This design comes from an exercise in tuning for small area, a short achievable clock period and few clock cycles per item on the open sky130 flow, not from production work.
RTL that was checked went through simulation tests only; none was proved equivalent to the original.
Power figures rest on the tool's default switching activity, not on a simulated workload.

==> trial 84: inputs <==
==> flow/design.v <==
module jlfe_xxtea (
    input  wire         clk,
    input  wire         rst,           
    input  wire         cmd_valid,
    output wire         cmd_ready,
    input  wire         cmd_decrypt,   
    input  wire [3:0]   cmd_nm1,       
    input  wire [127:0] cmd_key,       
    input  wire         in_valid,
    output wire         in_ready,
    input  wire [31:0]  in_data,
    output wire         out_valid,
    input  wire         out_ready,
    output wire [31:0]  out_data,
    output wire         out_last
);
    localparam [1:0] S_IDLE = 2'd0,    
                     S_LOAD = 2'd1,    
                     S_PREF = 2'd2,    
                     S_RUN  = 2'd3;    
    reg  [1:0]   state;
    reg          dec;
    reg  [3:0]   nm1;
    reg  [127:0] key;
    reg  [31:0]  v [0:15];
    reg  [3:0]   li;          
    reg  [3:0]   P;           
    reg  [3:0]   PN;          
    reg  [3:0]   PNN;         
    reg  [2:0]   m;           
    reg  [31:0]  W;           
    reg  [31:0]  Y;           
    reg  [31:0]  Z;           
    reg  [31:0]  KW;          
    reg  [31:0]  S;           
    reg          wpend;       
    reg  [3:0]   PP;          
    reg          cdec;        
    reg          LS;          
    reg          cr;          
    reg          ir;          
    reg          olast;       
    reg          oact;        
    reg  [3:0]   o;           
    reg  [3:0]   onm1;        
    wire running = (state == S_RUN);
    wire loading = (state == S_LOAD);
    wire [31:0] mx_a, mx_b, w_new;
    xxtea_add32 add_a (.a((Z >> 5) ^ (Y << 2)), .b((Y >> 3) ^ (Z << 4)), .ci(1'b0), .s(mx_a));
    xxtea_add32 add_b (.a(S ^ Y), .b(KW ^ Z), .ci(1'b0), .s(mx_b));
    xxtea_add32 add_w (.a(W), .b(mx_a ^ mx_b ^ {32{dec}}), .ci(dec), .s(w_new));
    wire [3:0]  pnn_next  = dec ? ((PNN == 4'd0) ? nm1 : PNN - 4'd1)
                                : ((PNN == nm1)  ? 4'd0 : PNN + 4'd1);
    wire        n2 = (nm1 == 4'd1);
    wire [3:0]  s0 = dec ? nm1 : 4'd0;
    wire [3:0]  s1 = dec ? nm1 - 4'd1 : 4'd1;
    wire [3:0]  s2 = dec ? (n2 ? nm1 : nm1 - 4'd2) : (n2 ? 4'd0 : 4'd2);
    wire [3:0]  rend      = dec ? 4'd0 : nm1;
    wire        round_end = (P == rend);
    wire        last_rnd  = (m == (dec ? 3'd1 : 3'd6));
    wire        last_step = running && LS;
    wire [2:0]  m_next    = round_end ? (dec ? m - 3'd1 : m + 3'd1) : m;
    reg  [31:0] sum_n;
    always @(*) begin
        case (running ? m_next : (dec ? 3'd6 : 3'd1))
            3'd1:    sum_n = 32'h9E3779B9;
            3'd2:    sum_n = 32'h3C6EF372;
            3'd3:    sum_n = 32'hDAA66D2B;
            3'd4:    sum_n = 32'h78DDE6E4;
            3'd5:    sum_n = 32'h1715609D;
            default: sum_n = 32'hB54CDA56;
        endcase
    end
    wire [1:0]  ksel_n = (running ? PN[1:0] : s0[1:0]) ^ sum_n[3:2];
    wire out_more  = oact && (o != onm1);        
    wire out_fire  = oact && out_ready;
    wire out_free  = !oact || (out_ready && (o == onm1));
    assign cmd_ready = cr;
    wire cmd_fire    = cmd_valid && cr;
    assign in_ready  = ir;
    wire in_fire     = in_valid && ir;
    wire load_last   = (li == nm1);
    wire go_run = out_free && ((state == S_PREF) || (loading && in_fire && load_last));
    assign out_valid = oact;
    assign out_data  = W;
    assign out_last  = olast;
    wire [3:0]  a1 = running ? PN  : (out_more ? o + 4'd1 : s0);
    wire [3:0]  a2 = running ? PNN : s1;
    wire [31:0] C    = cdec ? Y : Z;
    wire        f1n  = last_step && dec;
    wire        f1c  = wpend && (a1 == PP);
    wire        f1i  = loading && !out_more && (s0 == li);
    wire        f2c  = wpend && (a2 == PP);
    wire        f2i  = loading && (s1 == li);
    wire        a1_odd  = a1[0];
    wire        a2_odd  = a2[0];
    wire        a1_zero = (a1 == 4'd0);
    wire        a2_zero = (a2 == 4'd0);
    wire [2:0]  ae = (!a1_odd && !a1_zero) ? a1[3:1] : a2[3:1];
    wire [2:0]  ao = a1_odd ? a1[3:1] : a2[3:1];
    wire [31:0] r_even = v[{ae, 1'b0}];
    wire [31:0] r_odd  = v[{ao, 1'b1}];
    wire [31:0] rd1 = f1n ? w_new : f1c ? C : f1i ? in_data
                    : a1_odd ? r_odd : a1_zero ? v[0] : r_even;
    wire [31:0] rd2 = f2c ? C : f2i ? in_data
                    : a2_odd ? r_odd : a2_zero ? v[0] : r_even;
    always @(posedge clk) begin
        if (wpend)
            v[PP] <= C;
        else if (in_fire)
            v[li] <= in_data;
        if (running || go_run || out_fire)
            W <= rd1;
        KW <= key[32*ksel_n +: 32];
        S  <= sum_n;
        if (running) begin
            PP   <= P;
            cdec <= dec;
        end
        if (running && (dec || n2))
            Y <= w_new;
        else if (in_fire && dec && (li == 4'd0))
            Y <= in_data;
        else if ((running || go_run) && !dec)
            Y <= rd2;
        if (running && (!dec || n2))
            Z <= w_new;
        else if (in_fire && !dec)
            Z <= in_data;
        else if ((running || go_run) && dec)
            Z <= rd2;
        if (go_run) begin
            P   <= s0;
            PN  <= s1;
            PNN <= s2;
            m   <= dec ? 3'd6 : 3'd1;
        end else if (running) begin
            P   <= PN;
            PN  <= PNN;
            PNN <= pnn_next;
            m   <= m_next;
        end
        if (rst) begin
            state <= S_IDLE;
            oact  <= 1'b0;
            wpend <= 1'b0;
            LS    <= 1'b0;
            cr    <= 1'b1;
            ir    <= 1'b0;
        end else begin
            state <= nx_state;
            oact  <= nx_oact;
            wpend <= running;
            LS    <= nx_ls;
            cr    <= (nx_state == S_IDLE) || nx_ls;
            ir    <= (nx_state == S_LOAD) && !running && (!nx_oact || (nx_li <= nx_o));
        end
        o     <= nx_o;
        onm1  <= nx_onm1;
        olast <= (nx_o == nx_onm1);
        li    <= nx_li;
        if (cmd_fire) begin
            dec <= cmd_decrypt;
            nm1 <= cmd_nm1;
            key <= cmd_key;
        end
    end
    reg  [1:0]  nx_state;
    reg         nx_oact;
    reg  [3:0]  nx_o, nx_onm1, nx_li;
    wire        nx_ls = running && (PN == rend) && last_rnd;
    always @(*) begin
        nx_oact = oact;
        nx_o    = o;
        nx_onm1 = onm1;
        if (last_step) begin
            nx_oact = 1'b1;
            nx_o    = 4'd0;
            nx_onm1 = nm1;
        end else if (out_fire) begin
            if (o == onm1)
                nx_oact = 1'b0;
            nx_o = o + 4'd1;
        end
        nx_li    = in_fire ? li + 4'd1 : li;
        nx_state = state;
        if (cmd_fire) begin
            nx_li    = 4'd0;
            nx_state = S_LOAD;
        end else begin
            case (state)
                S_LOAD:  if (in_fire && load_last)
                             nx_state = go_run ? S_RUN : S_PREF;
                S_PREF:  if (go_run)
                             nx_state = S_RUN;
                S_RUN:   if (last_step)
                             nx_state = S_IDLE;
                default: ;
            endcase
        end
    end
endmodule
module xxtea_add32 (
    input  wire [31:0] a,
    input  wire [31:0] b,
    input  wire        ci,
    output wire [31:0] s
);
    wire [31:0] p0 = a ^ b;
    reg  [31:0] g, p, gn, pn;
    integer d, i;
    always @(*) begin
        g = a & b;
        p = p0;
        g[0] = g[0] | (p0[0] & ci);
        for (d = 1; d < 32; d = d * 2) begin
            gn = g;
            pn = p;
            for (i = d; i < 32; i = i + 1) begin
                gn[i] = g[i] | (p[i] & g[i-d]);
                pn[i] = p[i] & p[i-d];
            end
            g = gn;
            p = pn;
        end
    end
    assign s = p0 ^ {g[30:0], ci};
endmodule
==> flow/run.sh <==
#!/bin/bash
# synth_recipe.tcl (not shown) runs the flow's synth.tcl, then flattens the netlist and writes it again
# the make line also repeats each setting of config.mk as NAME=value (left out here)
make -C /OpenROAD-flow-scripts/flow DESIGN_CONFIG=/design/flow/config.mk WORK_HOME=/design/flow/orfs CLKGATE_MAP_FILE= SYNTH_SCRIPT=/design/flow/synth_recipe.tcl finish
==> flow/config.mk <==
export PLATFORM = sky130hd
export DESIGN_NAME = jlfe_xxtea
export DESIGN_NICKNAME = jlfe_xxtea
export VERILOG_FILES = /design/flow/design.v
export SDC_FILE = /design/flow/constraint.sdc
export NUM_CORES = 4
export LEC_CHECK = 0
export CAP_MARGIN = 20
export CORE_MARGIN = 2
export CORE_UTILIZATION = 40
export PLACE_DENSITY = 0.6
export SLEW_MARGIN = 20
==> flow/constraint.sdc <==
create_clock -name core_clock -period 12.0 [get_ports {clk}]
set_input_delay 2.4000 -clock core_clock [delete_from_list [all_inputs] [get_ports {clk}]]
set_output_delay 2.4000 -clock core_clock [all_outputs]
set_load 0.01 [all_outputs]
==> inputs of trial 82, as changes to trial 84 <==
==> flow/flow/run.sh (new file) <==
#!/bin/bash
# The standard synthesis and layout. The only change: the timing repair
# passes aim for more setup slack than the clock period needs, on the worst
# paths only, so they keep speeding up the mixing loop.
set -euo pipefail
bash standard.sh synth > synth.log 2>&1
bash standard.sh SETUP_SLACK_MARGIN=7 TNS_END_PERCENT=0 SKIP_GATE_CLONING=1 finish > layout.log 2>&1
==> flow/standard.sh (new file) <==
#!/bin/bash
# synth_recipe.tcl (not shown) runs the flow's synth.tcl, then flattens the netlist and writes it again
# the make line also repeats each setting of config.mk as NAME=value (left out here)
make -C /OpenROAD-flow-scripts/flow DESIGN_CONFIG=/design/flow/config.mk WORK_HOME=/design/flow/orfs CLKGATE_MAP_FILE= SYNTH_SCRIPT=/design/flow/synth_recipe.tcl "${@:-finish}"
removed: flow/run.sh
==> inputs of trial 77, as changes to trial 84 <==
==> flow/design.v, changed modules only <==
module jlfe_xxtea (
    input  wire         clk,
    input  wire         rst,           
    input  wire         cmd_valid,
    output wire         cmd_ready,
    input  wire         cmd_decrypt,   
    input  wire [3:0]   cmd_nm1,       
    input  wire [127:0] cmd_key,       
    input  wire         in_valid,
    output wire         in_ready,
    input  wire [31:0]  in_data,
    output wire         out_valid,
    input  wire         out_ready,
    output wire [31:0]  out_data,
    output wire         out_last
);
    localparam [1:0] S_IDLE = 2'd0,    
                     S_LOAD = 2'd1,    
                     S_PREF = 2'd2,    
                     S_RUN  = 2'd3;    
    reg  [1:0]   state;
    reg          dec;
    reg  [3:0]   nm1;
    reg  [127:0] key;
    reg  [31:0]  v [0:15];
    reg  [3:0]   li;          
    reg  [3:0]   P;           
    reg  [3:0]   PN;          
    reg  [3:0]   PNN;         
    reg  [2:0]   m;           
    reg  [31:0]  W;           
    reg  [31:0]  Y;           
    reg  [31:0]  Z;           
    reg  [31:0]  KW;          
    reg  [31:0]  S;           
    reg          oact;        
    reg  [3:0]   o;           
    reg  [3:0]   onm1;        
    wire running = (state == S_RUN);
    wire loading = (state == S_LOAD);
    wire [31:0] mx_a, mx_b, w_new;
    xxtea_add32 add_a (.a((Z >> 5) ^ (Y << 2)), .b((Y >> 3) ^ (Z << 4)), .ci(1'b0), .s(mx_a));
    xxtea_add32 add_b (.a(S ^ Y), .b(KW ^ Z), .ci(1'b0), .s(mx_b));
    xxtea_add32 add_w (.a(W), .b(mx_a ^ mx_b ^ {32{dec}}), .ci(dec), .s(w_new));
    wire [3:0]  pnn_next  = dec ? ((PNN == 4'd0) ? nm1 : PNN - 4'd1)
                                : ((PNN == nm1)  ? 4'd0 : PNN + 4'd1);
    wire        n2 = (nm1 == 4'd1);
    wire [3:0]  s0 = dec ? nm1 : 4'd0;
    wire [3:0]  s1 = dec ? nm1 - 4'd1 : 4'd1;
    wire [3:0]  s2 = dec ? (n2 ? nm1 : nm1 - 4'd2) : (n2 ? 4'd0 : 4'd2);
    wire        round_end = (P == (dec ? 4'd0 : nm1));
    wire        last_rnd  = (m == (dec ? 3'd1 : 3'd6));
    wire        last_step = running && round_end && last_rnd;
    wire [2:0]  m_next    = round_end ? (dec ? m - 3'd1 : m + 3'd1) : m;
    reg  [31:0] sum_n;
    always @(*) begin
        case (running ? m_next : (dec ? 3'd6 : 3'd1))
            3'd1:    sum_n = 32'h9E3779B9;
            3'd2:    sum_n = 32'h3C6EF372;
            3'd3:    sum_n = 32'hDAA66D2B;
            3'd4:    sum_n = 32'h78DDE6E4;
            3'd5:    sum_n = 32'h1715609D;
            default: sum_n = 32'hB54CDA56;
        endcase
    end
    wire [1:0]  ksel_n = (running ? PN[1:0] : s0[1:0]) ^ sum_n[3:2];
    wire out_more  = oact && (o != onm1);        
    wire out_fire  = oact && out_ready;
    wire out_free  = !oact || (out_ready && (o == onm1));
    assign cmd_ready = (state == S_IDLE) || last_step;
    wire cmd_fire    = cmd_valid && cmd_ready;
    assign in_ready  = loading && (!oact || (li <= o));
    wire in_fire     = in_valid && in_ready;
    wire load_last   = (li == nm1);
    wire go_run = out_free && ((state == S_PREF) || (loading && in_fire && load_last));
    assign out_valid = oact;
    assign out_data  = W;
    assign out_last  = (o == onm1);
    wire [3:0]  a1 = running ? PN  : (out_more ? o + 4'd1 : s0);
    wire [3:0]  a2 = running ? PNN : s1;
    wire        f1 = running ? (last_step && dec) : (loading && !out_more && (s0 == li));
    wire        f2 = running ? n2                 : (loading && (s1 == li));
    wire        a1_odd  = a1[0];
    wire        a2_odd  = a2[0];
    wire        a1_zero = (a1 == 4'd0);
    wire        a2_zero = (a2 == 4'd0);
    wire [2:0]  ae = (!a1_odd && !a1_zero) ? a1[3:1] : a2[3:1];
    wire [2:0]  ao = a1_odd ? a1[3:1] : a2[3:1];
    wire [31:0] r_even = v[{ae, 1'b0}];
    wire [31:0] r_odd  = v[{ao, 1'b1}];
    wire [31:0] rd1 = f1 ? (running ? w_new : in_data)
                         : a1_odd ? r_odd : a1_zero ? v[0] : r_even;
    wire [31:0] rd2 = f2 ? (running ? w_new : in_data)
                         : a2_odd ? r_odd : a2_zero ? v[0] : r_even;
    always @(posedge clk) begin
        if (running)
            v[P] <= w_new;
        else if (in_fire)
            v[li] <= in_data;
        if (running || go_run || out_fire)
            W <= rd1;
        KW <= key[32*ksel_n +: 32];
        S  <= sum_n;
        if (running && dec)
            Y <= w_new;
        else if (in_fire && dec && (li == 4'd0))
            Y <= in_data;
        else if ((running || go_run) && !dec)
            Y <= rd2;
        if (running && !dec)
            Z <= w_new;
        else if (in_fire && !dec)
            Z <= in_data;
        else if ((running || go_run) && dec)
            Z <= rd2;
        if (go_run) begin
            P   <= s0;
            PN  <= s1;
            PNN <= s2;
            m   <= dec ? 3'd6 : 3'd1;
        end else if (running) begin
            P   <= PN;
            PN  <= PNN;
            PNN <= pnn_next;
            m   <= m_next;
        end
        if (rst) begin
            state <= S_IDLE;
            oact  <= 1'b0;
        end else begin
            if (last_step) begin
                oact <= 1'b1;
                o    <= 4'd0;
                onm1 <= nm1;
            end else if (out_fire) begin
                if (o == onm1)
                    oact <= 1'b0;
                o <= o + 4'd1;
            end
            if (cmd_fire) begin
                dec   <= cmd_decrypt;
                nm1   <= cmd_nm1;
                key   <= cmd_key;
                li    <= 4'd0;
                state <= S_LOAD;
            end else begin
                case (state)
                    S_LOAD: begin
                        if (in_fire) begin
                            li <= li + 4'd1;
                            if (load_last)
                                state <= go_run ? S_RUN : S_PREF;
                        end
                    end
                    S_PREF: begin
                        if (go_run)
                            state <= S_RUN;
                    end
                    S_RUN: begin
                        if (last_step)
                            state <= S_IDLE;
                    end
                    default: ;
                endcase
            end
        end
    end
endmodule
==> flow/flow/run.sh (new file) <==
#!/bin/bash
# Standard synthesis and layout; the only change from the standard flow's own layout is
# a larger setup margin for the timing repair passes, so that they keep
# sizing the mixing loop below the clock period.
set -euo pipefail
bash standard.sh synth > synth.log 2>&1
bash standard.sh SETUP_SLACK_MARGIN=8 finish > layout.log 2>&1
==> flow/standard.sh (new file) <==
#!/bin/bash
# synth_recipe.tcl (not shown) runs the flow's synth.tcl, then flattens the netlist and writes it again
# the make line also repeats each setting of config.mk as NAME=value (left out here)
make -C /OpenROAD-flow-scripts/flow DESIGN_CONFIG=/design/flow/config.mk WORK_HOME=/design/flow/orfs CLKGATE_MAP_FILE= SYNTH_SCRIPT=/design/flow/synth_recipe.tcl "${@:-finish}"
removed: flow/run.sh
==> comparison table <==
quantity	trial 84	trial 82	trial 77
Clock buffers and inverters, area share	6.09%	5.79%	5.22%
Via count of the first global-routing pass	27700	28100	30700
Achievable frequency	160 MHz	192 MHz	180 MHz
Post-Synthesis Cell Area	42100 sq um	42100 sq um	41100 sq um
Setup repair after global routing missed its margin	no	yes	yes
Net Count, Synth	3690	3690	3849
Logic gate share of total power	30.4%	32.4%	59.4%
Final RePlAce weighted congestion	0.943	0.953	0.957
Worst hold path endpoint	PP[2]$_DFFE_PP_	KW[10]$_DFF_P_	KW[17]$_DFF_P_
Count of plain and timing-repair buffers in the layout	285	316	626
Area share of buffers outside the clock network	5.51%	6.24%	12.3%
Fillcell total	9397	9269	8347
Sequential portion of the cell area	49.1%	48.6%	43.5%
Critical path class	reg -> reg	in -> reg	reg -> reg
Outcome	no timing/DRC/antenna violations	no timing/DRC/antenna violations	no timing/DRC/antenna violations
Width of the die	329 um	329 um	324 um
Vias post-DR	29700	29800	32600
Tapcell Cnt	1391	1391	1368
Worst Path Max Fanout	4	72	6
Clock latency on the worst-skew pair	660 ps	690 ps	660 ps
Met1 routed wirelength after detailed routing	59500 um	58800 um	60900 um
Detailed-routing iteration count for the pre-antenna-repair pass	6	6	5
Testbench counts of trial 84, summed over its fixed seeds: cycles 25,541, words 3,474.
Testbench counts of trial 82, summed over its fixed seeds: cycles 25,541, words 3,474.
For trial 77, only the layout was checked, not whether the RTL still works.

==> re-timing with driven ports <==
Ports are ideal in the flow. The routed layouts listed here were re-timed in OpenROAD. Step 1, drivers: a clkbuf_16 drives clk and a buf_2 each remaining input, both assumed. Step 2 moves the port delays by t, midway between the first and last clock arrival at a register: inputs arrive t later, outputs are due t later. That takes back most of the time a late clock gives input paths. a / b / c = ideal ports / drivers / drivers and shift; a / b = the first two.
run	shift t [ns]	setup WS [ns]	hold slack, ns	worst setup path after step 2	worst register clock-pin slew, ns
trial 84	0.723	5.749 / 5.749 / 5.749	0.543 / 0.543 / 0.543	register to register	0.06 / 0.06
trial 82	0.727	6.780 / 6.780 / 6.098	0.551 / 0.551 / 0.551	input to register	0.07 / 0.07
trial 77	0.716	6.437 / 6.437 / 6.437	0.560 / 0.560 / 0.560	register to register	0.07 / 0.07
After both steps setup and hold are still met in every run listed. For trial 82, which loses most, drivers alone change the setup slack by 0.000 ns; drivers and shift together by -0.682 ns.
